Context: an optimization exercise on an open-source flow, tuned for small area, a short achievable clock period and few clock cycles. The choices shown serve that exercise and are no tape-out recipe.
Function was checked by simulation only, so behaviour that the tests miss may differ from the original.
Power is estimated from default activity; no workload was simulated.

## constraint.sdc

```tcl
create_clock -name core_clock -period 13.0 [get_ports {clk}]
set_input_delay 2.6000 -clock core_clock [delete_from_list [all_inputs] [get_ports {clk}]]
set_output_delay 2.6000 -clock core_clock [all_outputs]
set_load 0.01 [all_outputs]
```

## standard.sh

```bash
#!/bin/bash
# synth_recipe.tcl (not shown) runs the flow's synth.tcl, then flattens the netlist and writes it again
# the make line also repeats each setting of config.mk as NAME=value (left out here)
make -C /OpenROAD-flow-scripts/flow DESIGN_CONFIG=/design/flow/config.mk WORK_HOME=/design/flow/orfs CLKGATE_MAP_FILE= SYNTH_SCRIPT=/design/flow/synth_recipe.tcl "${@:-finish}"
```

## design.v

```verilog
module dither_mono #(
    parameter W = 32
) (
    input  wire        clk,
    input  wire        rst,
    input  wire        in_valid,
    output wire        in_ready,
    input  wire [15:0] in_pixel,
    input  wire        in_sof,
    input  wire [7:0]  cfg_thr,
    input  wire        cfg_dither,
    output wire        out_valid,
    input  wire        out_ready,
    output wire [7:0]  out_byte
);
    function [5:0] q7_off(input [6:0] s);
        case (s)
        7'd0: q7_off = 6'd0;
        7'd1: q7_off = 6'd0;
        7'd2: q7_off = 6'd0;
        7'd3: q7_off = 6'd1;
        7'd4: q7_off = 6'd1;
        7'd5: q7_off = 6'd2;
        7'd6: q7_off = 6'd2;
        7'd7: q7_off = 6'd3;
        7'd8: q7_off = 6'd3;
        7'd9: q7_off = 6'd3;
        7'd10: q7_off = 6'd4;
        7'd11: q7_off = 6'd4;
        7'd12: q7_off = 6'd5;
        7'd13: q7_off = 6'd5;
        7'd14: q7_off = 6'd6;
        7'd15: q7_off = 6'd6;
        7'd16: q7_off = 6'd7;
        7'd17: q7_off = 6'd7;
        7'd18: q7_off = 6'd7;
        7'd19: q7_off = 6'd8;
        7'd20: q7_off = 6'd8;
        7'd21: q7_off = 6'd9;
        7'd22: q7_off = 6'd9;
        7'd23: q7_off = 6'd10;
        7'd24: q7_off = 6'd10;
        7'd25: q7_off = 6'd10;
        7'd26: q7_off = 6'd11;
        7'd27: q7_off = 6'd11;
        7'd28: q7_off = 6'd12;
        7'd29: q7_off = 6'd12;
        7'd30: q7_off = 6'd13;
        7'd31: q7_off = 6'd13;
        7'd32: q7_off = 6'd14;
        7'd33: q7_off = 6'd14;
        7'd34: q7_off = 6'd14;
        7'd35: q7_off = 6'd15;
        7'd36: q7_off = 6'd15;
        7'd37: q7_off = 6'd16;
        7'd38: q7_off = 6'd16;
        7'd39: q7_off = 6'd17;
        7'd40: q7_off = 6'd17;
        7'd41: q7_off = 6'd17;
        7'd42: q7_off = 6'd18;
        7'd43: q7_off = 6'd18;
        7'd44: q7_off = 6'd19;
        7'd45: q7_off = 6'd19;
        7'd46: q7_off = 6'd20;
        7'd47: q7_off = 6'd20;
        7'd48: q7_off = 6'd21;
        7'd49: q7_off = 6'd21;
        7'd50: q7_off = 6'd21;
        7'd51: q7_off = 6'd22;
        7'd52: q7_off = 6'd22;
        7'd53: q7_off = 6'd23;
        7'd54: q7_off = 6'd23;
        7'd55: q7_off = 6'd24;
        7'd56: q7_off = 6'd24;
        7'd57: q7_off = 6'd24;
        7'd58: q7_off = 6'd25;
        7'd59: q7_off = 6'd25;
        7'd60: q7_off = 6'd26;
        7'd61: q7_off = 6'd26;
        7'd62: q7_off = 6'd27;
        7'd63: q7_off = 6'd27;
        7'd64: q7_off = 6'd36;
        7'd65: q7_off = 6'd36;
        7'd66: q7_off = 6'd36;
        7'd67: q7_off = 6'd37;
        7'd68: q7_off = 6'd37;
        7'd69: q7_off = 6'd38;
        7'd70: q7_off = 6'd38;
        7'd71: q7_off = 6'd39;
        7'd72: q7_off = 6'd39;
        7'd73: q7_off = 6'd39;
        7'd74: q7_off = 6'd40;
        7'd75: q7_off = 6'd40;
        7'd76: q7_off = 6'd41;
        7'd77: q7_off = 6'd41;
        7'd78: q7_off = 6'd42;
        7'd79: q7_off = 6'd42;
        7'd80: q7_off = 6'd43;
        7'd81: q7_off = 6'd43;
        7'd82: q7_off = 6'd43;
        7'd83: q7_off = 6'd44;
        7'd84: q7_off = 6'd44;
        7'd85: q7_off = 6'd45;
        7'd86: q7_off = 6'd45;
        7'd87: q7_off = 6'd46;
        7'd88: q7_off = 6'd46;
        7'd89: q7_off = 6'd46;
        7'd90: q7_off = 6'd47;
        7'd91: q7_off = 6'd47;
        7'd92: q7_off = 6'd48;
        7'd93: q7_off = 6'd48;
        7'd94: q7_off = 6'd49;
        7'd95: q7_off = 6'd49;
        7'd96: q7_off = 6'd50;
        7'd97: q7_off = 6'd50;
        7'd98: q7_off = 6'd50;
        7'd99: q7_off = 6'd51;
        7'd100: q7_off = 6'd51;
        7'd101: q7_off = 6'd52;
        7'd102: q7_off = 6'd52;
        7'd103: q7_off = 6'd53;
        7'd104: q7_off = 6'd53;
        7'd105: q7_off = 6'd53;
        7'd106: q7_off = 6'd54;
        7'd107: q7_off = 6'd54;
        7'd108: q7_off = 6'd55;
        7'd109: q7_off = 6'd55;
        7'd110: q7_off = 6'd56;
        7'd111: q7_off = 6'd56;
        7'd112: q7_off = 6'd57;
        7'd113: q7_off = 6'd57;
        7'd114: q7_off = 6'd57;
        7'd115: q7_off = 6'd58;
        7'd116: q7_off = 6'd58;
        7'd117: q7_off = 6'd59;
        7'd118: q7_off = 6'd59;
        7'd119: q7_off = 6'd60;
        7'd120: q7_off = 6'd60;
        7'd121: q7_off = 6'd60;
        7'd122: q7_off = 6'd61;
        7'd123: q7_off = 6'd61;
        7'd124: q7_off = 6'd62;
        7'd125: q7_off = 6'd62;
        7'd126: q7_off = 6'd63;
        7'd127: q7_off = 6'd63;
        endcase
    endfunction
    function [5:0] q7_on(input [6:0] s);
        case (s)
        7'd0: q7_on = 6'd36;
        7'd1: q7_on = 6'd36;
        7'd2: q7_on = 6'd37;
        7'd3: q7_on = 6'd37;
        7'd4: q7_on = 6'd38;
        7'd5: q7_on = 6'd38;
        7'd6: q7_on = 6'd39;
        7'd7: q7_on = 6'd39;
        7'd8: q7_on = 6'd39;
        7'd9: q7_on = 6'd40;
        7'd10: q7_on = 6'd40;
        7'd11: q7_on = 6'd41;
        7'd12: q7_on = 6'd41;
        7'd13: q7_on = 6'd42;
        7'd14: q7_on = 6'd42;
        7'd15: q7_on = 6'd43;
        7'd16: q7_on = 6'd43;
        7'd17: q7_on = 6'd43;
        7'd18: q7_on = 6'd44;
        7'd19: q7_on = 6'd44;
        7'd20: q7_on = 6'd45;
        7'd21: q7_on = 6'd45;
        7'd22: q7_on = 6'd46;
        7'd23: q7_on = 6'd46;
        7'd24: q7_on = 6'd46;
        7'd25: q7_on = 6'd47;
        7'd26: q7_on = 6'd47;
        7'd27: q7_on = 6'd48;
        7'd28: q7_on = 6'd48;
        7'd29: q7_on = 6'd49;
        7'd30: q7_on = 6'd49;
        7'd31: q7_on = 6'd50;
        7'd32: q7_on = 6'd50;
        7'd33: q7_on = 6'd50;
        7'd34: q7_on = 6'd51;
        7'd35: q7_on = 6'd51;
        7'd36: q7_on = 6'd52;
        7'd37: q7_on = 6'd52;
        7'd38: q7_on = 6'd53;
        7'd39: q7_on = 6'd53;
        7'd40: q7_on = 6'd53;
        7'd41: q7_on = 6'd54;
        7'd42: q7_on = 6'd54;
        7'd43: q7_on = 6'd55;
        7'd44: q7_on = 6'd55;
        7'd45: q7_on = 6'd56;
        7'd46: q7_on = 6'd56;
        7'd47: q7_on = 6'd57;
        7'd48: q7_on = 6'd57;
        7'd49: q7_on = 6'd57;
        7'd50: q7_on = 6'd58;
        7'd51: q7_on = 6'd58;
        7'd52: q7_on = 6'd59;
        7'd53: q7_on = 6'd59;
        7'd54: q7_on = 6'd60;
        7'd55: q7_on = 6'd60;
        7'd56: q7_on = 6'd60;
        7'd57: q7_on = 6'd61;
        7'd58: q7_on = 6'd61;
        7'd59: q7_on = 6'd62;
        7'd60: q7_on = 6'd62;
        7'd61: q7_on = 6'd63;
        7'd62: q7_on = 6'd63;
        7'd63: q7_on = 6'd0;
        7'd64: q7_on = 6'd0;
        7'd65: q7_on = 6'd0;
        7'd66: q7_on = 6'd1;
        7'd67: q7_on = 6'd1;
        7'd68: q7_on = 6'd2;
        7'd69: q7_on = 6'd2;
        7'd70: q7_on = 6'd3;
        7'd71: q7_on = 6'd3;
        7'd72: q7_on = 6'd3;
        7'd73: q7_on = 6'd4;
        7'd74: q7_on = 6'd4;
        7'd75: q7_on = 6'd5;
        7'd76: q7_on = 6'd5;
        7'd77: q7_on = 6'd6;
        7'd78: q7_on = 6'd6;
        7'd79: q7_on = 6'd7;
        7'd80: q7_on = 6'd7;
        7'd81: q7_on = 6'd7;
        7'd82: q7_on = 6'd8;
        7'd83: q7_on = 6'd8;
        7'd84: q7_on = 6'd9;
        7'd85: q7_on = 6'd9;
        7'd86: q7_on = 6'd10;
        7'd87: q7_on = 6'd10;
        7'd88: q7_on = 6'd10;
        7'd89: q7_on = 6'd11;
        7'd90: q7_on = 6'd11;
        7'd91: q7_on = 6'd12;
        7'd92: q7_on = 6'd12;
        7'd93: q7_on = 6'd13;
        7'd94: q7_on = 6'd13;
        7'd95: q7_on = 6'd14;
        7'd96: q7_on = 6'd14;
        7'd97: q7_on = 6'd14;
        7'd98: q7_on = 6'd15;
        7'd99: q7_on = 6'd15;
        7'd100: q7_on = 6'd16;
        7'd101: q7_on = 6'd16;
        7'd102: q7_on = 6'd17;
        7'd103: q7_on = 6'd17;
        7'd104: q7_on = 6'd17;
        7'd105: q7_on = 6'd18;
        7'd106: q7_on = 6'd18;
        7'd107: q7_on = 6'd19;
        7'd108: q7_on = 6'd19;
        7'd109: q7_on = 6'd20;
        7'd110: q7_on = 6'd20;
        7'd111: q7_on = 6'd21;
        7'd112: q7_on = 6'd21;
        7'd113: q7_on = 6'd21;
        7'd114: q7_on = 6'd22;
        7'd115: q7_on = 6'd22;
        7'd116: q7_on = 6'd23;
        7'd117: q7_on = 6'd23;
        7'd118: q7_on = 6'd24;
        7'd119: q7_on = 6'd24;
        7'd120: q7_on = 6'd24;
        7'd121: q7_on = 6'd25;
        7'd122: q7_on = 6'd25;
        7'd123: q7_on = 6'd26;
        7'd124: q7_on = 6'd26;
        7'd125: q7_on = 6'd27;
        7'd126: q7_on = 6'd27;
        7'd127: q7_on = 6'd28;
        endcase
    endfunction
    function [5:0] q5_off(input [6:0] s);
        case (s)
        7'd0: q5_off = 6'd0;
        7'd1: q5_off = 6'd0;
        7'd2: q5_off = 6'd0;
        7'd3: q5_off = 6'd0;
        7'd4: q5_off = 6'd1;
        7'd5: q5_off = 6'd1;
        7'd6: q5_off = 6'd1;
        7'd7: q5_off = 6'd2;
        7'd8: q5_off = 6'd2;
        7'd9: q5_off = 6'd2;
        7'd10: q5_off = 6'd3;
        7'd11: q5_off = 6'd3;
        7'd12: q5_off = 6'd3;
        7'd13: q5_off = 6'd4;
        7'd14: q5_off = 6'd4;
        7'd15: q5_off = 6'd4;
        7'd16: q5_off = 6'd5;
        7'd17: q5_off = 6'd5;
        7'd18: q5_off = 6'd5;
        7'd19: q5_off = 6'd5;
        7'd20: q5_off = 6'd6;
        7'd21: q5_off = 6'd6;
        7'd22: q5_off = 6'd6;
        7'd23: q5_off = 6'd7;
        7'd24: q5_off = 6'd7;
        7'd25: q5_off = 6'd7;
        7'd26: q5_off = 6'd8;
        7'd27: q5_off = 6'd8;
        7'd28: q5_off = 6'd8;
        7'd29: q5_off = 6'd9;
        7'd30: q5_off = 6'd9;
        7'd31: q5_off = 6'd9;
        7'd32: q5_off = 6'd10;
        7'd33: q5_off = 6'd10;
        7'd34: q5_off = 6'd10;
        7'd35: q5_off = 6'd10;
        7'd36: q5_off = 6'd11;
        7'd37: q5_off = 6'd11;
        7'd38: q5_off = 6'd11;
        7'd39: q5_off = 6'd12;
        7'd40: q5_off = 6'd12;
        7'd41: q5_off = 6'd12;
        7'd42: q5_off = 6'd13;
        7'd43: q5_off = 6'd13;
        7'd44: q5_off = 6'd13;
        7'd45: q5_off = 6'd14;
        7'd46: q5_off = 6'd14;
        7'd47: q5_off = 6'd14;
        7'd48: q5_off = 6'd15;
        7'd49: q5_off = 6'd15;
        7'd50: q5_off = 6'd15;
        7'd51: q5_off = 6'd15;
        7'd52: q5_off = 6'd16;
        7'd53: q5_off = 6'd16;
        7'd54: q5_off = 6'd16;
        7'd55: q5_off = 6'd17;
        7'd56: q5_off = 6'd17;
        7'd57: q5_off = 6'd17;
        7'd58: q5_off = 6'd18;
        7'd59: q5_off = 6'd18;
        7'd60: q5_off = 6'd18;
        7'd61: q5_off = 6'd19;
        7'd62: q5_off = 6'd19;
        7'd63: q5_off = 6'd19;
        7'd64: q5_off = 6'd44;
        7'd65: q5_off = 6'd44;
        7'd66: q5_off = 6'd44;
        7'd67: q5_off = 6'd44;
        7'd68: q5_off = 6'd45;
        7'd69: q5_off = 6'd45;
        7'd70: q5_off = 6'd45;
        7'd71: q5_off = 6'd46;
        7'd72: q5_off = 6'd46;
        7'd73: q5_off = 6'd46;
        7'd74: q5_off = 6'd47;
        7'd75: q5_off = 6'd47;
        7'd76: q5_off = 6'd47;
        7'd77: q5_off = 6'd48;
        7'd78: q5_off = 6'd48;
        7'd79: q5_off = 6'd48;
        7'd80: q5_off = 6'd49;
        7'd81: q5_off = 6'd49;
        7'd82: q5_off = 6'd49;
        7'd83: q5_off = 6'd49;
        7'd84: q5_off = 6'd50;
        7'd85: q5_off = 6'd50;
        7'd86: q5_off = 6'd50;
        7'd87: q5_off = 6'd51;
        7'd88: q5_off = 6'd51;
        7'd89: q5_off = 6'd51;
        7'd90: q5_off = 6'd52;
        7'd91: q5_off = 6'd52;
        7'd92: q5_off = 6'd52;
        7'd93: q5_off = 6'd53;
        7'd94: q5_off = 6'd53;
        7'd95: q5_off = 6'd53;
        7'd96: q5_off = 6'd54;
        7'd97: q5_off = 6'd54;
        7'd98: q5_off = 6'd54;
        7'd99: q5_off = 6'd54;
        7'd100: q5_off = 6'd55;
        7'd101: q5_off = 6'd55;
        7'd102: q5_off = 6'd55;
        7'd103: q5_off = 6'd56;
        7'd104: q5_off = 6'd56;
        7'd105: q5_off = 6'd56;
        7'd106: q5_off = 6'd57;
        7'd107: q5_off = 6'd57;
        7'd108: q5_off = 6'd57;
        7'd109: q5_off = 6'd58;
        7'd110: q5_off = 6'd58;
        7'd111: q5_off = 6'd58;
        7'd112: q5_off = 6'd59;
        7'd113: q5_off = 6'd59;
        7'd114: q5_off = 6'd59;
        7'd115: q5_off = 6'd59;
        7'd116: q5_off = 6'd60;
        7'd117: q5_off = 6'd60;
        7'd118: q5_off = 6'd60;
        7'd119: q5_off = 6'd61;
        7'd120: q5_off = 6'd61;
        7'd121: q5_off = 6'd61;
        7'd122: q5_off = 6'd62;
        7'd123: q5_off = 6'd62;
        7'd124: q5_off = 6'd62;
        7'd125: q5_off = 6'd63;
        7'd126: q5_off = 6'd63;
        7'd127: q5_off = 6'd63;
        endcase
    endfunction
    function [5:0] q5_on(input [6:0] s);
        case (s)
        7'd0: q5_on = 6'd44;
        7'd1: q5_on = 6'd44;
        7'd2: q5_on = 6'd44;
        7'd3: q5_on = 6'd45;
        7'd4: q5_on = 6'd45;
        7'd5: q5_on = 6'd45;
        7'd6: q5_on = 6'd46;
        7'd7: q5_on = 6'd46;
        7'd8: q5_on = 6'd46;
        7'd9: q5_on = 6'd47;
        7'd10: q5_on = 6'd47;
        7'd11: q5_on = 6'd47;
        7'd12: q5_on = 6'd48;
        7'd13: q5_on = 6'd48;
        7'd14: q5_on = 6'd48;
        7'd15: q5_on = 6'd49;
        7'd16: q5_on = 6'd49;
        7'd17: q5_on = 6'd49;
        7'd18: q5_on = 6'd49;
        7'd19: q5_on = 6'd50;
        7'd20: q5_on = 6'd50;
        7'd21: q5_on = 6'd50;
        7'd22: q5_on = 6'd51;
        7'd23: q5_on = 6'd51;
        7'd24: q5_on = 6'd51;
        7'd25: q5_on = 6'd52;
        7'd26: q5_on = 6'd52;
        7'd27: q5_on = 6'd52;
        7'd28: q5_on = 6'd53;
        7'd29: q5_on = 6'd53;
        7'd30: q5_on = 6'd53;
        7'd31: q5_on = 6'd54;
        7'd32: q5_on = 6'd54;
        7'd33: q5_on = 6'd54;
        7'd34: q5_on = 6'd54;
        7'd35: q5_on = 6'd55;
        7'd36: q5_on = 6'd55;
        7'd37: q5_on = 6'd55;
        7'd38: q5_on = 6'd56;
        7'd39: q5_on = 6'd56;
        7'd40: q5_on = 6'd56;
        7'd41: q5_on = 6'd57;
        7'd42: q5_on = 6'd57;
        7'd43: q5_on = 6'd57;
        7'd44: q5_on = 6'd58;
        7'd45: q5_on = 6'd58;
        7'd46: q5_on = 6'd58;
        7'd47: q5_on = 6'd59;
        7'd48: q5_on = 6'd59;
        7'd49: q5_on = 6'd59;
        7'd50: q5_on = 6'd59;
        7'd51: q5_on = 6'd60;
        7'd52: q5_on = 6'd60;
        7'd53: q5_on = 6'd60;
        7'd54: q5_on = 6'd61;
        7'd55: q5_on = 6'd61;
        7'd56: q5_on = 6'd61;
        7'd57: q5_on = 6'd62;
        7'd58: q5_on = 6'd62;
        7'd59: q5_on = 6'd62;
        7'd60: q5_on = 6'd63;
        7'd61: q5_on = 6'd63;
        7'd62: q5_on = 6'd63;
        7'd63: q5_on = 6'd0;
        7'd64: q5_on = 6'd0;
        7'd65: q5_on = 6'd0;
        7'd66: q5_on = 6'd0;
        7'd67: q5_on = 6'd1;
        7'd68: q5_on = 6'd1;
        7'd69: q5_on = 6'd1;
        7'd70: q5_on = 6'd2;
        7'd71: q5_on = 6'd2;
        7'd72: q5_on = 6'd2;
        7'd73: q5_on = 6'd3;
        7'd74: q5_on = 6'd3;
        7'd75: q5_on = 6'd3;
        7'd76: q5_on = 6'd4;
        7'd77: q5_on = 6'd4;
        7'd78: q5_on = 6'd4;
        7'd79: q5_on = 6'd5;
        7'd80: q5_on = 6'd5;
        7'd81: q5_on = 6'd5;
        7'd82: q5_on = 6'd5;
        7'd83: q5_on = 6'd6;
        7'd84: q5_on = 6'd6;
        7'd85: q5_on = 6'd6;
        7'd86: q5_on = 6'd7;
        7'd87: q5_on = 6'd7;
        7'd88: q5_on = 6'd7;
        7'd89: q5_on = 6'd8;
        7'd90: q5_on = 6'd8;
        7'd91: q5_on = 6'd8;
        7'd92: q5_on = 6'd9;
        7'd93: q5_on = 6'd9;
        7'd94: q5_on = 6'd9;
        7'd95: q5_on = 6'd10;
        7'd96: q5_on = 6'd10;
        7'd97: q5_on = 6'd10;
        7'd98: q5_on = 6'd10;
        7'd99: q5_on = 6'd11;
        7'd100: q5_on = 6'd11;
        7'd101: q5_on = 6'd11;
        7'd102: q5_on = 6'd12;
        7'd103: q5_on = 6'd12;
        7'd104: q5_on = 6'd12;
        7'd105: q5_on = 6'd13;
        7'd106: q5_on = 6'd13;
        7'd107: q5_on = 6'd13;
        7'd108: q5_on = 6'd14;
        7'd109: q5_on = 6'd14;
        7'd110: q5_on = 6'd14;
        7'd111: q5_on = 6'd15;
        7'd112: q5_on = 6'd15;
        7'd113: q5_on = 6'd15;
        7'd114: q5_on = 6'd15;
        7'd115: q5_on = 6'd16;
        7'd116: q5_on = 6'd16;
        7'd117: q5_on = 6'd16;
        7'd118: q5_on = 6'd17;
        7'd119: q5_on = 6'd17;
        7'd120: q5_on = 6'd17;
        7'd121: q5_on = 6'd18;
        7'd122: q5_on = 6'd18;
        7'd123: q5_on = 6'd18;
        7'd124: q5_on = 6'd19;
        7'd125: q5_on = 6'd19;
        7'd126: q5_on = 6'd19;
        7'd127: q5_on = 6'd20;
        endcase
    endfunction
    function [4:0] q3_off(input [6:0] s);
        case (s)
        7'd0: q3_off = 5'd0;
        7'd1: q3_off = 5'd0;
        7'd2: q3_off = 5'd0;
        7'd3: q3_off = 5'd0;
        7'd4: q3_off = 5'd0;
        7'd5: q3_off = 5'd0;
        7'd6: q3_off = 5'd1;
        7'd7: q3_off = 5'd1;
        7'd8: q3_off = 5'd1;
        7'd9: q3_off = 5'd1;
        7'd10: q3_off = 5'd1;
        7'd11: q3_off = 5'd2;
        7'd12: q3_off = 5'd2;
        7'd13: q3_off = 5'd2;
        7'd14: q3_off = 5'd2;
        7'd15: q3_off = 5'd2;
        7'd16: q3_off = 5'd3;
        7'd17: q3_off = 5'd3;
        7'd18: q3_off = 5'd3;
        7'd19: q3_off = 5'd3;
        7'd20: q3_off = 5'd3;
        7'd21: q3_off = 5'd3;
        7'd22: q3_off = 5'd4;
        7'd23: q3_off = 5'd4;
        7'd24: q3_off = 5'd4;
        7'd25: q3_off = 5'd4;
        7'd26: q3_off = 5'd4;
        7'd27: q3_off = 5'd5;
        7'd28: q3_off = 5'd5;
        7'd29: q3_off = 5'd5;
        7'd30: q3_off = 5'd5;
        7'd31: q3_off = 5'd5;
        7'd32: q3_off = 5'd6;
        7'd33: q3_off = 5'd6;
        7'd34: q3_off = 5'd6;
        7'd35: q3_off = 5'd6;
        7'd36: q3_off = 5'd6;
        7'd37: q3_off = 5'd6;
        7'd38: q3_off = 5'd7;
        7'd39: q3_off = 5'd7;
        7'd40: q3_off = 5'd7;
        7'd41: q3_off = 5'd7;
        7'd42: q3_off = 5'd7;
        7'd43: q3_off = 5'd8;
        7'd44: q3_off = 5'd8;
        7'd45: q3_off = 5'd8;
        7'd46: q3_off = 5'd8;
        7'd47: q3_off = 5'd8;
        7'd48: q3_off = 5'd9;
        7'd49: q3_off = 5'd9;
        7'd50: q3_off = 5'd9;
        7'd51: q3_off = 5'd9;
        7'd52: q3_off = 5'd9;
        7'd53: q3_off = 5'd9;
        7'd54: q3_off = 5'd10;
        7'd55: q3_off = 5'd10;
        7'd56: q3_off = 5'd10;
        7'd57: q3_off = 5'd10;
        7'd58: q3_off = 5'd10;
        7'd59: q3_off = 5'd11;
        7'd60: q3_off = 5'd11;
        7'd61: q3_off = 5'd11;
        7'd62: q3_off = 5'd11;
        7'd63: q3_off = 5'd11;
        7'd64: q3_off = 5'd20;
        7'd65: q3_off = 5'd20;
        7'd66: q3_off = 5'd20;
        7'd67: q3_off = 5'd20;
        7'd68: q3_off = 5'd20;
        7'd69: q3_off = 5'd20;
        7'd70: q3_off = 5'd21;
        7'd71: q3_off = 5'd21;
        7'd72: q3_off = 5'd21;
        7'd73: q3_off = 5'd21;
        7'd74: q3_off = 5'd21;
        7'd75: q3_off = 5'd22;
        7'd76: q3_off = 5'd22;
        7'd77: q3_off = 5'd22;
        7'd78: q3_off = 5'd22;
        7'd79: q3_off = 5'd22;
        7'd80: q3_off = 5'd23;
        7'd81: q3_off = 5'd23;
        7'd82: q3_off = 5'd23;
        7'd83: q3_off = 5'd23;
        7'd84: q3_off = 5'd23;
        7'd85: q3_off = 5'd23;
        7'd86: q3_off = 5'd24;
        7'd87: q3_off = 5'd24;
        7'd88: q3_off = 5'd24;
        7'd89: q3_off = 5'd24;
        7'd90: q3_off = 5'd24;
        7'd91: q3_off = 5'd25;
        7'd92: q3_off = 5'd25;
        7'd93: q3_off = 5'd25;
        7'd94: q3_off = 5'd25;
        7'd95: q3_off = 5'd25;
        7'd96: q3_off = 5'd26;
        7'd97: q3_off = 5'd26;
        7'd98: q3_off = 5'd26;
        7'd99: q3_off = 5'd26;
        7'd100: q3_off = 5'd26;
        7'd101: q3_off = 5'd26;
        7'd102: q3_off = 5'd27;
        7'd103: q3_off = 5'd27;
        7'd104: q3_off = 5'd27;
        7'd105: q3_off = 5'd27;
        7'd106: q3_off = 5'd27;
        7'd107: q3_off = 5'd28;
        7'd108: q3_off = 5'd28;
        7'd109: q3_off = 5'd28;
        7'd110: q3_off = 5'd28;
        7'd111: q3_off = 5'd28;
        7'd112: q3_off = 5'd29;
        7'd113: q3_off = 5'd29;
        7'd114: q3_off = 5'd29;
        7'd115: q3_off = 5'd29;
        7'd116: q3_off = 5'd29;
        7'd117: q3_off = 5'd29;
        7'd118: q3_off = 5'd30;
        7'd119: q3_off = 5'd30;
        7'd120: q3_off = 5'd30;
        7'd121: q3_off = 5'd30;
        7'd122: q3_off = 5'd30;
        7'd123: q3_off = 5'd31;
        7'd124: q3_off = 5'd31;
        7'd125: q3_off = 5'd31;
        7'd126: q3_off = 5'd31;
        7'd127: q3_off = 5'd31;
        endcase
    endfunction
    function [4:0] q3_on(input [6:0] s);
        case (s)
        7'd0: q3_on = 5'd20;
        7'd1: q3_on = 5'd20;
        7'd2: q3_on = 5'd20;
        7'd3: q3_on = 5'd20;
        7'd4: q3_on = 5'd20;
        7'd5: q3_on = 5'd21;
        7'd6: q3_on = 5'd21;
        7'd7: q3_on = 5'd21;
        7'd8: q3_on = 5'd21;
        7'd9: q3_on = 5'd21;
        7'd10: q3_on = 5'd22;
        7'd11: q3_on = 5'd22;
        7'd12: q3_on = 5'd22;
        7'd13: q3_on = 5'd22;
        7'd14: q3_on = 5'd22;
        7'd15: q3_on = 5'd23;
        7'd16: q3_on = 5'd23;
        7'd17: q3_on = 5'd23;
        7'd18: q3_on = 5'd23;
        7'd19: q3_on = 5'd23;
        7'd20: q3_on = 5'd23;
        7'd21: q3_on = 5'd24;
        7'd22: q3_on = 5'd24;
        7'd23: q3_on = 5'd24;
        7'd24: q3_on = 5'd24;
        7'd25: q3_on = 5'd24;
        7'd26: q3_on = 5'd25;
        7'd27: q3_on = 5'd25;
        7'd28: q3_on = 5'd25;
        7'd29: q3_on = 5'd25;
        7'd30: q3_on = 5'd25;
        7'd31: q3_on = 5'd26;
        7'd32: q3_on = 5'd26;
        7'd33: q3_on = 5'd26;
        7'd34: q3_on = 5'd26;
        7'd35: q3_on = 5'd26;
        7'd36: q3_on = 5'd26;
        7'd37: q3_on = 5'd27;
        7'd38: q3_on = 5'd27;
        7'd39: q3_on = 5'd27;
        7'd40: q3_on = 5'd27;
        7'd41: q3_on = 5'd27;
        7'd42: q3_on = 5'd28;
        7'd43: q3_on = 5'd28;
        7'd44: q3_on = 5'd28;
        7'd45: q3_on = 5'd28;
        7'd46: q3_on = 5'd28;
        7'd47: q3_on = 5'd29;
        7'd48: q3_on = 5'd29;
        7'd49: q3_on = 5'd29;
        7'd50: q3_on = 5'd29;
        7'd51: q3_on = 5'd29;
        7'd52: q3_on = 5'd29;
        7'd53: q3_on = 5'd30;
        7'd54: q3_on = 5'd30;
        7'd55: q3_on = 5'd30;
        7'd56: q3_on = 5'd30;
        7'd57: q3_on = 5'd30;
        7'd58: q3_on = 5'd31;
        7'd59: q3_on = 5'd31;
        7'd60: q3_on = 5'd31;
        7'd61: q3_on = 5'd31;
        7'd62: q3_on = 5'd31;
        7'd63: q3_on = 5'd0;
        7'd64: q3_on = 5'd0;
        7'd65: q3_on = 5'd0;
        7'd66: q3_on = 5'd0;
        7'd67: q3_on = 5'd0;
        7'd68: q3_on = 5'd0;
        7'd69: q3_on = 5'd1;
        7'd70: q3_on = 5'd1;
        7'd71: q3_on = 5'd1;
        7'd72: q3_on = 5'd1;
        7'd73: q3_on = 5'd1;
        7'd74: q3_on = 5'd2;
        7'd75: q3_on = 5'd2;
        7'd76: q3_on = 5'd2;
        7'd77: q3_on = 5'd2;
        7'd78: q3_on = 5'd2;
        7'd79: q3_on = 5'd3;
        7'd80: q3_on = 5'd3;
        7'd81: q3_on = 5'd3;
        7'd82: q3_on = 5'd3;
        7'd83: q3_on = 5'd3;
        7'd84: q3_on = 5'd3;
        7'd85: q3_on = 5'd4;
        7'd86: q3_on = 5'd4;
        7'd87: q3_on = 5'd4;
        7'd88: q3_on = 5'd4;
        7'd89: q3_on = 5'd4;
        7'd90: q3_on = 5'd5;
        7'd91: q3_on = 5'd5;
        7'd92: q3_on = 5'd5;
        7'd93: q3_on = 5'd5;
        7'd94: q3_on = 5'd5;
        7'd95: q3_on = 5'd6;
        7'd96: q3_on = 5'd6;
        7'd97: q3_on = 5'd6;
        7'd98: q3_on = 5'd6;
        7'd99: q3_on = 5'd6;
        7'd100: q3_on = 5'd6;
        7'd101: q3_on = 5'd7;
        7'd102: q3_on = 5'd7;
        7'd103: q3_on = 5'd7;
        7'd104: q3_on = 5'd7;
        7'd105: q3_on = 5'd7;
        7'd106: q3_on = 5'd8;
        7'd107: q3_on = 5'd8;
        7'd108: q3_on = 5'd8;
        7'd109: q3_on = 5'd8;
        7'd110: q3_on = 5'd8;
        7'd111: q3_on = 5'd9;
        7'd112: q3_on = 5'd9;
        7'd113: q3_on = 5'd9;
        7'd114: q3_on = 5'd9;
        7'd115: q3_on = 5'd9;
        7'd116: q3_on = 5'd9;
        7'd117: q3_on = 5'd10;
        7'd118: q3_on = 5'd10;
        7'd119: q3_on = 5'd10;
        7'd120: q3_on = 5'd10;
        7'd121: q3_on = 5'd10;
        7'd122: q3_on = 5'd11;
        7'd123: q3_on = 5'd11;
        7'd124: q3_on = 5'd11;
        7'd125: q3_on = 5'd11;
        7'd126: q3_on = 5'd11;
        7'd127: q3_on = 5'd12;
        endcase
    endfunction
    function [3:0] q1_off(input [6:0] s);
        case (s)
        7'd0: q1_off = 4'd0;
        7'd1: q1_off = 4'd1;
        7'd2: q1_off = 4'd2;
        7'd3: q1_off = 4'd2;
        7'd4: q1_off = 4'd2;
        7'd5: q1_off = 4'd2;
        7'd6: q1_off = 4'd2;
        7'd7: q1_off = 4'd1;
        7'd8: q1_off = 4'd2;
        7'd9: q1_off = 4'd3;
        7'd10: q1_off = 4'd2;
        7'd11: q1_off = 4'd2;
        7'd12: q1_off = 4'd2;
        7'd13: q1_off = 4'd2;
        7'd14: q1_off = 4'd2;
        7'd15: q1_off = 4'd3;
        7'd16: q1_off = 4'd1;
        7'd17: q1_off = 4'd2;
        7'd18: q1_off = 4'd3;
        7'd19: q1_off = 4'd3;
        7'd20: q1_off = 4'd3;
        7'd21: q1_off = 4'd3;
        7'd22: q1_off = 4'd3;
        7'd23: q1_off = 4'd2;
        7'd24: q1_off = 4'd3;
        7'd25: q1_off = 4'd4;
        7'd26: q1_off = 4'd3;
        7'd27: q1_off = 4'd3;
        7'd28: q1_off = 4'd3;
        7'd29: q1_off = 4'd3;
        7'd30: q1_off = 4'd3;
        7'd31: q1_off = 4'd4;
        7'd32: q1_off = 4'd2;
        7'd33: q1_off = 4'd3;
        7'd34: q1_off = 4'd4;
        7'd35: q1_off = 4'd4;
        7'd36: q1_off = 4'd4;
        7'd37: q1_off = 4'd4;
        7'd38: q1_off = 4'd4;
        7'd39: q1_off = 4'd3;
        7'd40: q1_off = 4'd4;
        7'd41: q1_off = 4'd5;
        7'd42: q1_off = 4'd4;
        7'd43: q1_off = 4'd4;
        7'd44: q1_off = 4'd4;
        7'd45: q1_off = 4'd4;
        7'd46: q1_off = 4'd4;
        7'd47: q1_off = 4'd5;
        7'd48: q1_off = 4'd3;
        7'd49: q1_off = 4'd4;
        7'd50: q1_off = 4'd5;
        7'd51: q1_off = 4'd5;
        7'd52: q1_off = 4'd5;
        7'd53: q1_off = 4'd5;
        7'd54: q1_off = 4'd5;
        7'd55: q1_off = 4'd4;
        7'd56: q1_off = 4'd5;
        7'd57: q1_off = 4'd6;
        7'd58: q1_off = 4'd5;
        7'd59: q1_off = 4'd5;
        7'd60: q1_off = 4'd5;
        7'd61: q1_off = 4'd5;
        7'd62: q1_off = 4'd5;
        7'd63: q1_off = 4'd6;
        7'd64: q1_off = 4'd12;
        7'd65: q1_off = 4'd13;
        7'd66: q1_off = 4'd14;
        7'd67: q1_off = 4'd14;
        7'd68: q1_off = 4'd14;
        7'd69: q1_off = 4'd14;
        7'd70: q1_off = 4'd14;
        7'd71: q1_off = 4'd13;
        7'd72: q1_off = 4'd14;
        7'd73: q1_off = 4'd15;
        7'd74: q1_off = 4'd14;
        7'd75: q1_off = 4'd14;
        7'd76: q1_off = 4'd14;
        7'd77: q1_off = 4'd14;
        7'd78: q1_off = 4'd14;
        7'd79: q1_off = 4'd15;
        7'd80: q1_off = 4'd13;
        7'd81: q1_off = 4'd14;
        7'd82: q1_off = 4'd15;
        7'd83: q1_off = 4'd15;
        7'd84: q1_off = 4'd15;
        7'd85: q1_off = 4'd15;
        7'd86: q1_off = 4'd15;
        7'd87: q1_off = 4'd14;
        7'd88: q1_off = 4'd15;
        7'd89: q1_off = 4'd0;
        7'd90: q1_off = 4'd15;
        7'd91: q1_off = 4'd15;
        7'd92: q1_off = 4'd15;
        7'd93: q1_off = 4'd15;
        7'd94: q1_off = 4'd15;
        7'd95: q1_off = 4'd0;
        7'd96: q1_off = 4'd14;
        7'd97: q1_off = 4'd15;
        7'd98: q1_off = 4'd0;
        7'd99: q1_off = 4'd0;
        7'd100: q1_off = 4'd0;
        7'd101: q1_off = 4'd0;
        7'd102: q1_off = 4'd0;
        7'd103: q1_off = 4'd15;
        7'd104: q1_off = 4'd0;
        7'd105: q1_off = 4'd1;
        7'd106: q1_off = 4'd0;
        7'd107: q1_off = 4'd0;
        7'd108: q1_off = 4'd0;
        7'd109: q1_off = 4'd0;
        7'd110: q1_off = 4'd0;
        7'd111: q1_off = 4'd1;
        7'd112: q1_off = 4'd15;
        7'd113: q1_off = 4'd0;
        7'd114: q1_off = 4'd1;
        7'd115: q1_off = 4'd1;
        7'd116: q1_off = 4'd1;
        7'd117: q1_off = 4'd1;
        7'd118: q1_off = 4'd1;
        7'd119: q1_off = 4'd0;
        7'd120: q1_off = 4'd1;
        7'd121: q1_off = 4'd2;
        7'd122: q1_off = 4'd1;
        7'd123: q1_off = 4'd1;
        7'd124: q1_off = 4'd1;
        7'd125: q1_off = 4'd1;
        7'd126: q1_off = 4'd1;
        7'd127: q1_off = 4'd2;
        endcase
    endfunction
    function [3:0] q1_on(input [6:0] s);
        case (s)
        7'd0: q1_on = 4'd13;
        7'd1: q1_on = 4'd14;
        7'd2: q1_on = 4'd14;
        7'd3: q1_on = 4'd14;
        7'd4: q1_on = 4'd14;
        7'd5: q1_on = 4'd14;
        7'd6: q1_on = 4'd13;
        7'd7: q1_on = 4'd14;
        7'd8: q1_on = 4'd15;
        7'd9: q1_on = 4'd14;
        7'd10: q1_on = 4'd14;
        7'd11: q1_on = 4'd14;
        7'd12: q1_on = 4'd14;
        7'd13: q1_on = 4'd14;
        7'd14: q1_on = 4'd15;
        7'd15: q1_on = 4'd13;
        7'd16: q1_on = 4'd14;
        7'd17: q1_on = 4'd15;
        7'd18: q1_on = 4'd15;
        7'd19: q1_on = 4'd15;
        7'd20: q1_on = 4'd15;
        7'd21: q1_on = 4'd15;
        7'd22: q1_on = 4'd14;
        7'd23: q1_on = 4'd15;
        7'd24: q1_on = 4'd0;
        7'd25: q1_on = 4'd15;
        7'd26: q1_on = 4'd15;
        7'd27: q1_on = 4'd15;
        7'd28: q1_on = 4'd15;
        7'd29: q1_on = 4'd15;
        7'd30: q1_on = 4'd0;
        7'd31: q1_on = 4'd14;
        7'd32: q1_on = 4'd15;
        7'd33: q1_on = 4'd0;
        7'd34: q1_on = 4'd0;
        7'd35: q1_on = 4'd0;
        7'd36: q1_on = 4'd0;
        7'd37: q1_on = 4'd0;
        7'd38: q1_on = 4'd15;
        7'd39: q1_on = 4'd0;
        7'd40: q1_on = 4'd1;
        7'd41: q1_on = 4'd0;
        7'd42: q1_on = 4'd0;
        7'd43: q1_on = 4'd0;
        7'd44: q1_on = 4'd0;
        7'd45: q1_on = 4'd0;
        7'd46: q1_on = 4'd1;
        7'd47: q1_on = 4'd15;
        7'd48: q1_on = 4'd0;
        7'd49: q1_on = 4'd1;
        7'd50: q1_on = 4'd1;
        7'd51: q1_on = 4'd1;
        7'd52: q1_on = 4'd1;
        7'd53: q1_on = 4'd1;
        7'd54: q1_on = 4'd0;
        7'd55: q1_on = 4'd1;
        7'd56: q1_on = 4'd2;
        7'd57: q1_on = 4'd1;
        7'd58: q1_on = 4'd1;
        7'd59: q1_on = 4'd1;
        7'd60: q1_on = 4'd1;
        7'd61: q1_on = 4'd1;
        7'd62: q1_on = 4'd2;
        7'd63: q1_on = 4'd0;
        7'd64: q1_on = 4'd1;
        7'd65: q1_on = 4'd2;
        7'd66: q1_on = 4'd2;
        7'd67: q1_on = 4'd2;
        7'd68: q1_on = 4'd2;
        7'd69: q1_on = 4'd2;
        7'd70: q1_on = 4'd1;
        7'd71: q1_on = 4'd2;
        7'd72: q1_on = 4'd3;
        7'd73: q1_on = 4'd2;
        7'd74: q1_on = 4'd2;
        7'd75: q1_on = 4'd2;
        7'd76: q1_on = 4'd2;
        7'd77: q1_on = 4'd2;
        7'd78: q1_on = 4'd3;
        7'd79: q1_on = 4'd1;
        7'd80: q1_on = 4'd2;
        7'd81: q1_on = 4'd3;
        7'd82: q1_on = 4'd3;
        7'd83: q1_on = 4'd3;
        7'd84: q1_on = 4'd3;
        7'd85: q1_on = 4'd3;
        7'd86: q1_on = 4'd2;
        7'd87: q1_on = 4'd3;
        7'd88: q1_on = 4'd4;
        7'd89: q1_on = 4'd3;
        7'd90: q1_on = 4'd3;
        7'd91: q1_on = 4'd3;
        7'd92: q1_on = 4'd3;
        7'd93: q1_on = 4'd3;
        7'd94: q1_on = 4'd4;
        7'd95: q1_on = 4'd2;
        7'd96: q1_on = 4'd3;
        7'd97: q1_on = 4'd4;
        7'd98: q1_on = 4'd4;
        7'd99: q1_on = 4'd4;
        7'd100: q1_on = 4'd4;
        7'd101: q1_on = 4'd4;
        7'd102: q1_on = 4'd3;
        7'd103: q1_on = 4'd4;
        7'd104: q1_on = 4'd5;
        7'd105: q1_on = 4'd4;
        7'd106: q1_on = 4'd4;
        7'd107: q1_on = 4'd4;
        7'd108: q1_on = 4'd4;
        7'd109: q1_on = 4'd4;
        7'd110: q1_on = 4'd5;
        7'd111: q1_on = 4'd3;
        7'd112: q1_on = 4'd4;
        7'd113: q1_on = 4'd5;
        7'd114: q1_on = 4'd5;
        7'd115: q1_on = 4'd5;
        7'd116: q1_on = 4'd5;
        7'd117: q1_on = 4'd5;
        7'd118: q1_on = 4'd4;
        7'd119: q1_on = 4'd5;
        7'd120: q1_on = 4'd6;
        7'd121: q1_on = 4'd5;
        7'd122: q1_on = 4'd5;
        7'd123: q1_on = 4'd5;
        7'd124: q1_on = 4'd5;
        7'd125: q1_on = 4'd5;
        7'd126: q1_on = 4'd6;
        7'd127: q1_on = 4'd4;
        endcase
    endfunction
    function [7:0] ks8(input [7:0] a, input [7:0] b);
        reg [7:0] p, g, pp, gg;
        integer   i, d;
        begin
            p  = a ^ b;
            g  = a & b;
            pp = p;
            gg = g;
            for (d = 1; d < 8; d = d * 2)
                for (i = 7; i >= d; i = i - 1) begin
                    gg[i] = gg[i] | (pp[i] & gg[i-d]);
                    pp[i] = pp[i] & pp[i-d];
                end
            ks8 = p ^ {gg[6:0], 1'b0};
        end
    endfunction
    function [5:0] intensity(input [15:0] p);
        reg [5:0] a, b, c;
        reg       ab, cb, ac;
        begin
            a  = {p[4:0], 1'b0};
            b  = p[10:5];
            c  = {p[15:11], 1'b0};
            ab = a > b;
            cb = c > b;
            ac = p[4:0] > p[15:11];
            if (ac)
                intensity = ab ? a : b;
            else
                intensity = cb ? c : b;
        end
    endfunction
    wire       f1_go, f2_go, x_go;
    wire       pb_wr;
    wire       g_valid_n, fr_valid_n, x_sure_n;
    wire              a_we;
    wire [4:0]        a_wpos;
    wire signed [6:0] a_wdata;
    reg        in_ready_r;
    reg        iv;
    reg [15:0] ipix;
    reg        isof, idith;
    reg [5:0]  ithr;
    wire acc_in = in_valid & in_ready_r;
    assign in_ready = in_ready_r;
    always @(posedge clk) begin
        if (~iv | pb_wr) begin
            ipix  <= in_pixel;
            isof  <= in_sof;
            ithr  <= cfg_thr[7:2];
            idith <= cfg_dither;
        end
    end
    reg [5:0]  pb [0:31];
    reg [5:0]  cnt;           
    reg [5:0]  cr;            
    reg [4:0]  wx;            
    reg        w_wdir;        
    reg        w_rdir;        
    reg        w_odd, w_first, w_dith;
    reg [5:0]  w_t6;
    reg [4:0]  rk;            
    assign     pb_wr    = iv & (~cnt[5] | f1_go);
    wire       w_new    = (wx == 5'd0);
    wire       wdir_eff = w_new ? w_rdir : w_wdir;
    wire [4:0] wp       = wx ^ {5{wdir_eff}};
    wire       iv_n     = acc_in | (iv & ~pb_wr);
    wire       w_row    = pb_wr & w_new;
    wire       w_odd_n  = w_row ? (~isof & ~w_odd) : w_odd;
    wire       w_first_n = w_row ? isof : w_first;
    wire       w_dith_n = (w_row & isof) ? idith : w_dith;
    wire [5:0] w_t6_n   = (w_row & isof) ? ithr : w_t6;
    wire       w_rdir_n = (w_row & ~isof) ? (w_rdir ^ ~w_odd) : w_rdir;
    wire [5:0] cnt_n    = cnt + {5'd0, pb_wr} - {5'd0, f1_go};
    wire       full_n   = (cnt[5] & (pb_wr | ~f1_go)) | ((cnt == 6'd31) & pb_wr & ~f1_go);
    wire       f1_sure_n = ~g_valid_n | ~fr_valid_n | x_sure_n;
    always @(posedge clk) begin
        if (pb_wr)
            pb[wp] <= intensity(ipix);
    end
    always @(posedge clk) begin
        if (rst) begin
            in_ready_r <= 1'b1;
            iv         <= 1'b0;
            cnt        <= 6'd0;
            cr         <= 6'd0;
            wx         <= 5'd0;
            w_rdir     <= 1'b0;
            w_wdir     <= 1'b0;
            w_odd      <= 1'b1;
        end else begin
            in_ready_r <= ~iv_n | ~full_n | f1_sure_n;
            iv         <= iv_n;
            cnt        <= cnt_n;
            cr         <= cr + {5'd0, pb_wr} - {(f1_go & (rk == 5'd31)), 5'd0};
            if (pb_wr)
                wx <= wx + 5'd1;
            if (w_row)
                w_wdir <= w_rdir;
            w_odd   <= w_odd_n;
            w_first <= w_first_n;
            w_dith  <= w_dith_n;
            w_t6    <= w_t6_n;
            w_rdir  <= w_rdir_n;
        end
    end
    reg        rs;            
    reg        r_odd, r_zero, r_dith, r_rdir;
    reg [5:0]  r_t6;
    reg [4:0]  rp_r, fx_r;    
    wire       rs_n   = f1_go ? (rk == 5'd31) : rs;
    wire       f_odd  = r_odd;
    wire       f_zero = r_zero;
    wire       f_dith = r_dith;
    wire [5:0] f_t6   = r_t6;
    wire [4:0] rp     = rp_r;
    wire [4:0] fx     = fx_r;
    wire       avail  = f_odd ? cr[5] : (cnt != 6'd0);
    reg signed [6:0]  el [0:31];   
    wire [5:0]        v      = pb[rp];
    wire signed [6:0] el_rd  = (a_we && a_wpos == fx) ? a_wdata : el[fx];
    reg               g_valid;
    reg [5:0]         g_v;
    reg signed [6:0]  g_tv;        
    reg signed [6:0]  g_el;
    reg [4:0]         g_x;
    reg               g_rs, g_last, g_zero, g_dith, g_odd;
    assign f1_go     = avail & (~g_valid | f2_go);
    assign g_valid_n = f1_go | (g_valid & ~f2_go);
    always @(posedge clk) begin
        if (rst) begin
            rk      <= 5'd0;
            rs      <= 1'b1;
            g_valid <= 1'b0;
        end else begin
            if (f1_go)
                rk <= rk + 5'd1;
            rs <= rs_n;
            if (rs_n) begin
                r_odd  <= w_odd_n;
                r_zero <= w_first_n | ~w_dith_n;
                r_dith <= w_dith_n;
                r_rdir <= w_rdir_n;
                r_t6   <= w_t6_n;
                rp_r   <= {5{w_rdir_n}};
                fx_r   <= {5{w_odd_n}};
            end else if (f1_go) begin
                rp_r <= r_rdir ? rp_r - 5'd1 : rp_r + 5'd1;
                fx_r <= r_odd  ? fx_r - 5'd1 : fx_r + 5'd1;
            end
            g_valid <= g_valid_n;
        end
        if (f1_go) begin
            g_v    <= v;
            g_tv   <= ~ks8({2'b11, ~f_t6}, {2'b00, v});    
            g_el   <= el_rd;
            g_x    <= fx;
            g_rs   <= rs;
            g_last <= (rk == 5'd31);
            g_zero <= f_zero;
            g_dith <= f_dith;
            g_odd  <= f_odd;
        end else if (a_we && a_wpos == g_x) begin
            g_el   <= a_wdata;
        end
    end
    reg               fr_valid;
    reg [6:0]         fr_b0;      
    reg signed [7:0]  fr_t;       
    reg               fr_dith, fr_odd, fr_last, fr_rs;
    reg [4:0]         fr_x;
    reg signed [5:0]  accA;        
    reg signed [3:0]  accB;        
    wire signed [5:0] accA_n;
    wire signed [3:0] accB_n;
    wire              caseA = fr_valid;
    wire signed [6:0] err0  = caseA ? {{3{accB_n[3]}}, accB_n} : {accA_n[5], accA_n};
    wire signed [6:0] errl  = (a_we && a_wpos == g_x) ? a_wdata : g_el;
    wire signed [6:0] err   = g_zero ? 7'sd0 : (g_rs ? err0 : errl);
    wire signed [7:0] base  = ks8({2'b00, g_v}, {err[6], err});
    assign f2_go      = g_valid & (~fr_valid | x_go);
    assign fr_valid_n = f2_go | (fr_valid & ~x_go);
    always @(posedge clk) begin
        if (rst)
            fr_valid <= 1'b0;
        else
            fr_valid <= fr_valid_n;
        if (f2_go) begin
            fr_b0   <= base[6:0];
            fr_t    <= ~ks8(~{g_tv[6], g_tv}, {err[6], err});    
            fr_dith <= g_dith;
            fr_odd  <= g_odd;
            fr_last <= g_last;
            fr_rs   <= g_rs;
            fr_x    <= g_x;
        end
    end
    reg signed [5:0]  carry;
    wire [7:0]        s0w  = ks8({1'b0, fr_b0}, {{2{carry[5]}}, carry});
    wire [6:0]        s0   = s0w[6:0];
    wire              on   = carry > fr_t;
    wire [5:0]        q7   = on ? q7_on(s0) : q7_off(s0);
    wire [5:0]        q5   = on ? q5_on(s0) : q5_off(s0);
    wire              sel_q5 = g_valid & ~g_zero;
    reg  [31:0] dec;
    reg  [3:0]  pend;
    reg  [1:0]  nb;
    reg         ov;
    reg  [7:0]  ob;
    reg         pxg_r;        
    reg         nbx_r;        
    wire        cap       = ~ov & pend[nb];
    wire [1:0]  xg        = fr_x[4:3];
    wire        dec_block = pxg_r & (ov | ~nbx_r);
    wire        bdone     = fr_odd ? (fr_x[2:0] == 3'd0) : (fr_x[2:0] == 3'd7);
    wire [3:0]  pend_n    = (pend & ~(cap ? (4'd1 << nb) : 4'd0))
                          | ((x_go & bdone) ? (4'd1 << xg) : 4'd0);
    wire [1:0]  xg_n      = f2_go ? g_x[4:3] : xg;
    assign x_go = fr_valid & ~dec_block;
    assign x_sure_n = ~pend_n[xg_n] | (~(cap | ov) & (nb + {1'b0, cap} == xg_n));
    reg               er_valid, er_rs;
    reg [4:0]         er_wpos;
    reg signed [4:0]  er_q3;
    reg signed [5:0]  er_q5;
    reg signed [3:0]  er_q1;
    always @(posedge clk) begin
        if (rst) begin
            carry    <= 6'sd0;
            er_valid <= 1'b0;
            pend     <= 4'd0;
            pxg_r    <= 1'b0;
            nbx_r    <= 1'b0;
            nb       <= 2'd0;
            ov       <= 1'b0;
        end else begin
            if (x_go) begin
                if (fr_last | ~fr_dith)
                    carry <= (fr_last & sel_q5) ? q5 : 6'sd0;
                else
                    carry <= q7;
            end
            er_valid <= x_go;
            pend <= pend_n;
            pxg_r <= pend_n[xg_n];
            nbx_r <= (nb + {1'b0, cap} == xg_n);
            if (cap)
                nb <= nb + 2'd1;
            ov <= cap | (ov & ~out_ready);
        end
        if (x_go) begin
            dec[fr_x] <= on;
            er_rs     <= fr_rs;
            er_wpos   <= fr_odd ? fr_x + 5'd1 : fr_x - 5'd1;
            er_q3     <= on ? q3_on(s0) : q3_off(s0);
            er_q5     <= q5;
            er_q1     <= on ? q1_on(s0) : q1_off(s0);
        end
        if (cap)
            ob <= dec[nb*8 +: 8];
    end
    assign out_valid = ov;
    assign out_byte  = ob;
    assign a_we    = er_valid & ~er_rs;
    assign a_wpos  = er_wpos;
    wire [7:0] a_sum3 = ks8({{2{accA[5]}}, accA}, {{3{er_q3[4]}}, er_q3});
    wire [7:0] a_sum5 = ks8({{4{accB[3]}}, accB}, {{2{er_q5[5]}}, er_q5});
    assign a_wdata = a_sum3[6:0];
    assign accA_n  = er_valid ? (er_rs ? er_q5 : a_sum5[5:0]) : accA;
    assign accB_n  = er_valid ? er_q1 : accB;
    always @(posedge clk) begin
        accA <= accA_n;
        accB <= accB_n;
        if (a_we)
            el[a_wpos] <= a_wdata;
    end
endmodule
```

## config.mk

```make
export PLATFORM = sky130hd
export DESIGN_NAME = dither_mono
export DESIGN_NICKNAME = dither_mono
export VERILOG_FILES = /design/flow/design.v
export SDC_FILE = /design/flow/constraint.sdc
export NUM_CORES = 4
export LEC_CHECK = 0
export CAP_MARGIN = 20
export CORE_MARGIN = 2
export CORE_UTILIZATION = 40
export PLACE_DENSITY = 0.6
export SLEW_MARGIN = 20
```

## flow/run.sh

```bash
#!/bin/bash
# The standard layout, with every port buffered by a buf_4 instead of the
# default port buffer.
set -euo pipefail
export BUFFER_PORTS_ARGS="-buffer_cell sky130_fd_sc_hd__buf_4"
bash standard.sh finish > flow_make.log 2>&1
```

==> PnR_summary.wiki, run 1 <==
{| class="wikitable"
! Metric !! Value
|-
| Result of the run || no timing/DRC/antenna violations
|-
| Max stage delay on crit path || 0.78 ns
|-
| Synthesized net count || 2281
|-
| Number of nets with antenna violations after detailed routing || 0
|-
| Signal arrival time at the worst endpoint || 4.93 ns
|-
| Drt initial violations || 1557
|-
| Clock slew seen by the registers of the worst setup and hold paths || 0.06 ns
|-
| Area share of the largest cell type after synthesis || 56.89%
|-
| Largest area contributor in the synthesized netlist || edfxtp_1
|-
| Global-route usage over all layers || 17.26%
|-
| Vias in the first global route || 18330
|-
| # setup viols final || 0
|-
| Overall via count from detail_route || 17870
|-
| Cell with the largest stage delay on the worst path || a211oi_1
|-
| First-pass DRT Iterations || 5
|-
| Wire length of the first global-routing pass || 105000 um
|-
| Leakage || 11.83 nW
|-
| Die boundary width || 279.5 um
|-
| Worst EP required || 13.47 ns
|-
| Layout cell share with drive strength beyond 1 || 16.98%
|-
| Final critical path time including I/O delays and setup || 4.454 ns
|-
| Largest buffer count on any clock path || 3
|-
| Wire length per cell after detailed routing || 20.73 um
|-
| FF+latch count, synth || 648
|-
| Die area || 78090 um^2
|-
| Post-CTS Resized || 0
|-
| Slew Viols, Final || 0
|-
| Max Cap Viol || 0
|-
| Comb pwr share || 40.5%
|-
| Routed via count divided by cell count || 5.579
|-
| Cell breakdown of the critical path || ha_1 -> fa_1 -> inv_1 -> ha_1 -> inv_1 -> nand2_1 -> a21oi_1 -> a211oi_1 -> a21oi_1 -> a211oi_1 -> a31oi_1 -> a221oi_1 -> nor2_1
|-
| Final Wtd Congestion || 0.8757
|-
| Highest clock frequency the design can meet || 224.5 MHz
|-
| Sw Pwr || 3.208 mW
|-
| Worst slew slack as a fraction of its limit || 32.73%
|-
| Sink count of the clock tree || 648
|-
| Type of the worst setup path || register to register
|-
| Distinct cell type count of the synthesized netlist || 80
|-
| Net switching fraction of the power || 36.88%
|-
| Worst hold path class || register to register
|-
| Share of the core filled with cells || 45.07%
|-
| Crit path max fanout || 15
|-
| Element type at the critical path start || register
|-
| Internal power contribution || 5.490 mW
|-
| Net total in the final layout || 2316
|-
| Largest cells by area after synthesis || edfxtp_1 57%, mux4_2 10%, dfxtp_1 4.8%
|-
| Final hold viol count || 0
|-
| Count of antenna diodes in the layout || 0
|-
| Pin count of the biggest net entering global routing || 57
|-
| Count of H-tree levels built during CTS || 3
|-
| Insertion delay of the later-clocked pin in the worst-skew pair || 0.62 ns
|-
| Total of hold buffers inserted after clock tree synthesis || 0
|-
| Gate count after technology mapping || 2134
|-
| Netlist area before placement || 30350 um^2
|-
| Row count || 101
|-
| Most repeated cell in the gate-level netlist after synthesis || edfxtp_1
|-
| Ports || 40
|-
| Die height || 279.5 um
|-
| Power per Cell Area || 255.4 nW/um^2
|-
| Sequential fraction of the synthesis area || 61.71%
|-
| Maximum ir drop on the vdd rail || 0.2042 mV
|-
| Initial antenna violation count || 2
|-
| TritonCTS clock tree || done
|-
| Portion of the clock cycle consumed by the worst path in the final layout || 34.26%
|-
| Warnings from Yosys || 1
|-
| Share of synthesized flip-flops with an asynchronous set or reset || 0%
|-
| Total Negative Setup Slacks || 0 ns
|-
| Initial Utilization || 40.16%
|-
| Pin slew with the least headroom to its limit || 1.001 ns
|-
| Clock Skews || 0.02692 ns
|-
| Setup crit end kind || register
|-
| Sequential group share of total power || 36.5%
|-
| Sum of routed wire length over all layers || 66410 um
|-
| Placed wire-length estimate || 42760 um
|-
| Share of power burned in the clock network || 22.9%
|-
| RSZ-0062 raised after global routing || false
|-
| Quantity of I/O buffers inserted on ports || 37
|-
| Total clock buffers created by CTS || 72
|-
| EDFF count, synth || 575
|-
| Cell at the root of the clock tree || clkbuf_16
|-
| Most used flip-flop cell after synthesis || edfxtp_1
|-
| Mean post-synth cell area || 14.22 um^2
|-
| Area of the core || 75570 um^2
|-
| Leftover overflow at the end of global routing || 0
|-
| Top cell types by occurrence after synthesis || 575 x edfxtp_1, 172 x nor2_1, 141 x mux4_2
|-
| Growth of design area from synthesis to finish || 12.24%
|-
| Post-CTS Setup Inserts || 0
|-
| Number of DRC violations after detailed routing || 0
|}
==> cells by family (layout without fill, tap and decap cells) <==
kind of cell               after synthesis  after routing  share of synthesized area [%]
AOI/OAI and AO/OA                      412            412                          8.823
xor gates and xnor gates                70             70                          2.020
adders and majority gates              120            120                          5.170
buffers and inverters                  217            309                          2.828
DFF                                    648            648                          61.71
muxes                                  196            196                          12.39
and+or+nand+nor                        471            471                          7.062
==> final cells by class <==
type                            count  area [um^2]
Inverter                          108        405.4
Sequential cell                   648        18740
Multi-Input combinational cell   1269        10850
Clock buffer                       88         1872
Timing Repair Buffer               70        533.0
Clock inverter                     43        440.4
Fill cell                        6633        41510
Tap cell                          978         1224
==> per-layer routing <==
| layer | global-route usage (%) | up-vias | share of wire [%] |
|---|---|---|---|
| li1 | - | 8278 | - |
| met1 | 23.23 | 8956 | 44 |
| met2 | 28.91 | 521 | 48 |
| met3 | 2.611 | 119 | 5.2 |
| met4 | 5.457 | 0 | 2.5 |
| met5 | 0 | - | 0 |
==> cells in the final DEF (no fill, tap or decap), drive strengths merged, types with 22 or more instances in the layout <==
master / instances
a21o: 25
mux4: 141
dfxtp: 73
a21oi: 128
xnor2: 46
o21ai: 77
nor3: 30
edfxtp: 575
a22o: 22
buf: 70
a31oi: 22
nor2: 172
nor2b: 27
mux2i: 28
inv: 111
clkbuf: 88
ha: 107
nand2: 136
nand3: 31
mux2: 27
clkinv: 30
xor2: 24
==> metrics by stage <==
| step | instances | worst slack [ns] | area (um^2) | hold WS [ns] | power [mW] |
|---|---|---|---|---|---|
| 2_1_floorplan | 2134 | 9.011 | 30350 | 0.4003 | 5.666 |
| 3_3_place_gp | 3072 | 8.643 | 31730 | 0.4043 | 6.633 |
| 3_5_place_dp | 3072 | 8.661 | 31730 | 0.4081 | 6.717 |
| 4_1_cts | 3203 | 8.676 | 34040 | 0.4225 | 8.748 |
| 5_1_grt | 3204 | 8.333 | 34060 | 0.4329 | 9.223 |
| 6_report | 3204 | 8.546 | 34060 | 0.4207 | 8.698 |
==> sequential cells by signal (all words and copies together), names as in the netlist, 6 cells and up, named ones only <==
register	cells
fr_b0	7
fr_t	8
g_el	7
er_q5	6
w_t6	6
accA	6
dec	32
cr	6
ithr	6
g_v	6
g_tv	7
ob	8
r_t6	6
cnt	6
pb	192
ipix	16
el	224
carry	6
==> path summary, 6_finish.rpt <==
| check | slack (ns) | end | from | depth (start not counted) |
|---|---|---|---|---|
| setup / recovery | 8.55 | carry[4] | fr_b0[0] | 13 |
| hold / removal | 0.42 | fr_dith | g_dith | 0 |
| hold reg to reg | 0.42 | fr_dith | g_dith | 0 |
| setup reg to reg | 8.55 | carry[4] | fr_b0[0] | 13 |
==> power by group through the flow <==
stage | sequential (mW) | combinational [mW] | clock (mW)
2_1_floorplan | 3.06 | 2.60 | 0
3_3_place_gp | 3.22 | 3.41 | 0
3_5_place_dp | 3.23 | 3.49 | 0
4_1_cts | 3.19 | 3.52 | 2.04
5_1_grt | 3.22 | 3.89 | 2.12
6_report | 3.18 | 3.53 | 1.99
==> critical path: cells and delay by family (launching register included) <==
family,cells,cell delay [ns]
AOI/OAI and AO/OA,6,1.67
DFF,1,0.38
buffers and inverters,2,0.57
and+or+nand+nor,2,0.22
adders and majority gates,3,1.48
Testbench counts, summed over its fixed seeds: cycles 20,640.
==> run 2: changes to the inputs <==
==> flow/run.sh (replaced) <==
#!/bin/bash
# The standard layout, with every port buffered by a buf_4 instead of the
# default port buffer, and timing repair aiming for more setup slack than
# the clock period needs.
set -euo pipefail
export BUFFER_PORTS_ARGS="-buffer_cell sky130_fd_sc_hd__buf_4"
export SETUP_SLACK_MARGIN=9.3
bash standard.sh finish > flow_make.log 2>&1
==> PnR_summary.wiki, run 2 <==
{| class="wikitable"
! Metric !! Value
|-
| Result of the run || no timing/DRC/antenna violations (unchanged)
|-
| Max stage delay on crit path || 0.60 ns (was 0.78 ns)
|-
| RSZ-0062 raised after global routing || true (was false)
|-
| Highest clock frequency the design can meet || 265.4 MHz (was 224.5 MHz)
|-
| Most repeated cell in the gate-level netlist after synthesis || edfxtp_1 (unchanged)
|-
| Commonest non-fill, non-tap cell in the layout || edfxtp_1 (unchanged)
|-
| Die boundary width || 279.5 um (unchanged)
|-
| Footprint of the multi-input gates || 11100 um^2 (was 10850 um^2)
|-
| TritonCTS clock tree || done (unchanged)
|-
| Top reg by flops || el (unchanged)
|-
| Mux cell area share after synthesis || 12.39% (unchanged)
|-
| Final Wtd Congestion || 0.9048 (was 0.8757)
|-
| Element type at the critical path start || register (unchanged)
|-
| Largest buffer count on any clock path || 3 (unchanged)
|-
| Clock slew seen by the registers of the worst setup and hold paths || 0.06 ns (about the same)
|-
| Max Cap Viol || 0 (unchanged)
|-
| Slew Viols, Final || 0 (unchanged)
|-
| Cell at the root of the clock tree || clkbuf_16 (unchanged)
|-
| Layout cell share with drive strength beyond 1 || 21.16% (was 16.98%)
|-
| Cell with the largest stage delay on the worst path || fa_2 (was a211oi_1)
|-
| Vias in the first global route || 18030 (was 18330)
|-
| Share of the core filled with cells || 45.90% (was 45.07%)
|-
| FF+latch count, synth || 648 (unchanged)
|-
| Crit path max fanout || 9 (was 15)
|-
| Routed via count divided by cell count || 5.579 (about the same)
|-
| Sink count of the clock tree || 648 (unchanged)
|-
| Placed Cells || 3074 (was 3072)
|-
| Signal arrival time at the worst endpoint || 4.26 ns (was 4.93 ns)
|-
| Placed wire-length estimate || 42670 um (was 42760 um)
|-
| Top cell types by occurrence after synthesis || 575 x edfxtp_1, 172 x nor2_1, 141 x mux4_2 (unchanged)
|-
| Clock Skews || 0.02267 ns (was 0.02692 ns)
|-
| First-pass DRT Iterations || 8 (was 5)
|-
| Row count || 101 (unchanged)
|-
| Count of fill cells added during filler insertion || 6580 (was 6633)
|-
| Wire length per cell after detailed routing || 21.16 um (was 20.73 um)
|-
| Initial antenna violation count || 1 (was 2)
|-
| Post-route worst hold slack || 0.4177 ns (was 0.4207 ns)
|-
| Cell breakdown of the critical path || ha_1 -> fa_2 -> inv_1 -> ha_4 -> clkinvlp_4 -> nand2_1 -> a21oi_1 -> a211oi_2 -> a21oi_1 -> a211oi_1 -> a31oi_1 -> a221oi_1 -> nor2_1 (was ha_1 -> fa_1 -> inv_1 -> ha_1 -> inv_1 -> nand2_1 -> a21oi_1 -> a211oi_1 -> a21oi_1 -> a211oi_1 -> a31oi_1 -> a221oi_1 -> nor2_1)
|-
| Leftover overflow at the end of global routing || 0 (unchanged)
|-
| Mean post-synth cell area || 14.22 um^2 (unchanged)
|-
| Most used flip-flop cell after synthesis || edfxtp_1 (unchanged)
|-
| Warnings from Yosys || 1 (unchanged)
|-
| EDFF count, synth || 575 (unchanged)
|-
| Registers with the highest flip-flop counts || el (224), pb (192), dec (32) (unchanged)
|-
| Pin slew with the least headroom to its limit || 0.9996 ns (was 1.001 ns)
|-
| Quantity of I/O buffers inserted on ports || 37 (unchanged)
|-
| Number of nets with antenna violations after detailed routing || 0 (unchanged)
|-
| Commonest cells after routing, fill and taps aside || 575 x edfxtp_1, 141 x mux4_2, 139 x nor2_1, 134 x nand2_1, 113 x a21oi_1 (was 575 x edfxtp_1, 172 x nor2_1, 141 x mux4_2, 135 x nand2_1, 126 x a21oi_1)
|-
| Die area || 78090 um^2 (unchanged)
|}
run 2: cell type report:
| class | instances | share of cell area, % |
|---|---|---|
| multi-input combinational | 1271 | 32.00 |
| clock inverter | 43 | 1.154 |
| clock buffer | 87 | 5.595 |
| timing repair buffer | 93 | 2.453 |
| sequential | 648 | 54.06 |
| inverter | 108 | 1.212 |
| tap | 978 | 3.528 |
run 2: report_power, final:
| group | internal (mW) | switching, mW | total, mW | leakage [nW] |
|---|---|---|---|---|
| sequential | 2.93 | 0.224 | 3.15 | 5.88 |
| clock | 1.17 | 0.825 | 2.00 | 1.14 |
| combinational | 1.54 | 2.29 | 3.83 | 5.01 |
| total | 5.64 | 3.34 | 8.98 | 12.0 |
run 2: final timing paths:
path	endpoint	cells after the start	startpoint	slack (ns)
min reg2reg	er_rs	0	fr_rs	0.42
max reg2reg	carry[4]	13	fr_b0[0]	9.23
min	er_rs	0	fr_rs	0.42
max	carry[4]	13	fr_b0[0]	9.23
run 2: worst max-delay path: cells and delay by family (launching register included):
family                     cells  cell delay (ns)
AOI/OAI and AO/OA              6             1.34
adders and majority gates      3             1.19
buffers and inverters          2             0.51
DFF                            1             0.40
and+or+nand+nor                2             0.21
run 2: layer usage:
| layer | track usage [%] | up-vias | wire, um |
|---|---|---|---|
| met3 | 2.527 | 105 | 3470 |
| met1 | 23.40 | 9084 | 29700 |
| met5 | 0 | - | 12 |
| li1 | - | 8321 | - |
| met2 | 29.01 | 496 | 33670 |
| met4 | 4.593 | 2 | 1443 |
run 2: kinds of logic after synthesis:
family,Yosys count
buffers and inverters,217
AO/OA/AOI/OAI,412
adder cells (fa/ha/maj),120
multiplexers,196
XOR/XNOR,70
flip-flops,648
AND/OR/NAND/NOR,471
run 2: metrics by stage:
stage	setup WS (ns)	area, um^2
finish	9.233	34680
global route	9.134	34680
CTS	9.128	34400
detailed placement	8.545	31760
global placement	8.555	31740
floorplan	9.308	30370
run 2: timing repair:
action                                  4_1_cts  5_1_grt
gates cloned                                  0        4
endpoints found under the setup margin      250       41
buffers inserted                              7       13
pin swaps                                     0        6
gates resized for setup                      76       34
hold buffers                                  0        0

-- re-timing with driven ports --
Ports are ideal in the flow. The routed layouts listed here were re-timed in OpenROAD. Step 1 sets driving cells, clkbuf_16 on the clock port and buf_2 on the other inputs (assumed; they add their load-dependent delay and slew). Step 2 also shifts input and output timing later by t, the mid clock arrival at the registers, as if the neighbouring blocks saw the same clock. Three values: no drivers, after step 1, after step 2; two values: the first two.
run	shift t [ns]	setup slack, ns	pins driven straight from the clock port
run 1	0.665	8.546 / 8.546 / 8.546	1
run 2	0.663	9.233 / 9.220 / 8.784	1
After both steps every run listed still meets setup and hold. The setup slack of run 2, which loses most, moves by -0.013 ns with the drivers and by -0.449 ns with both steps.
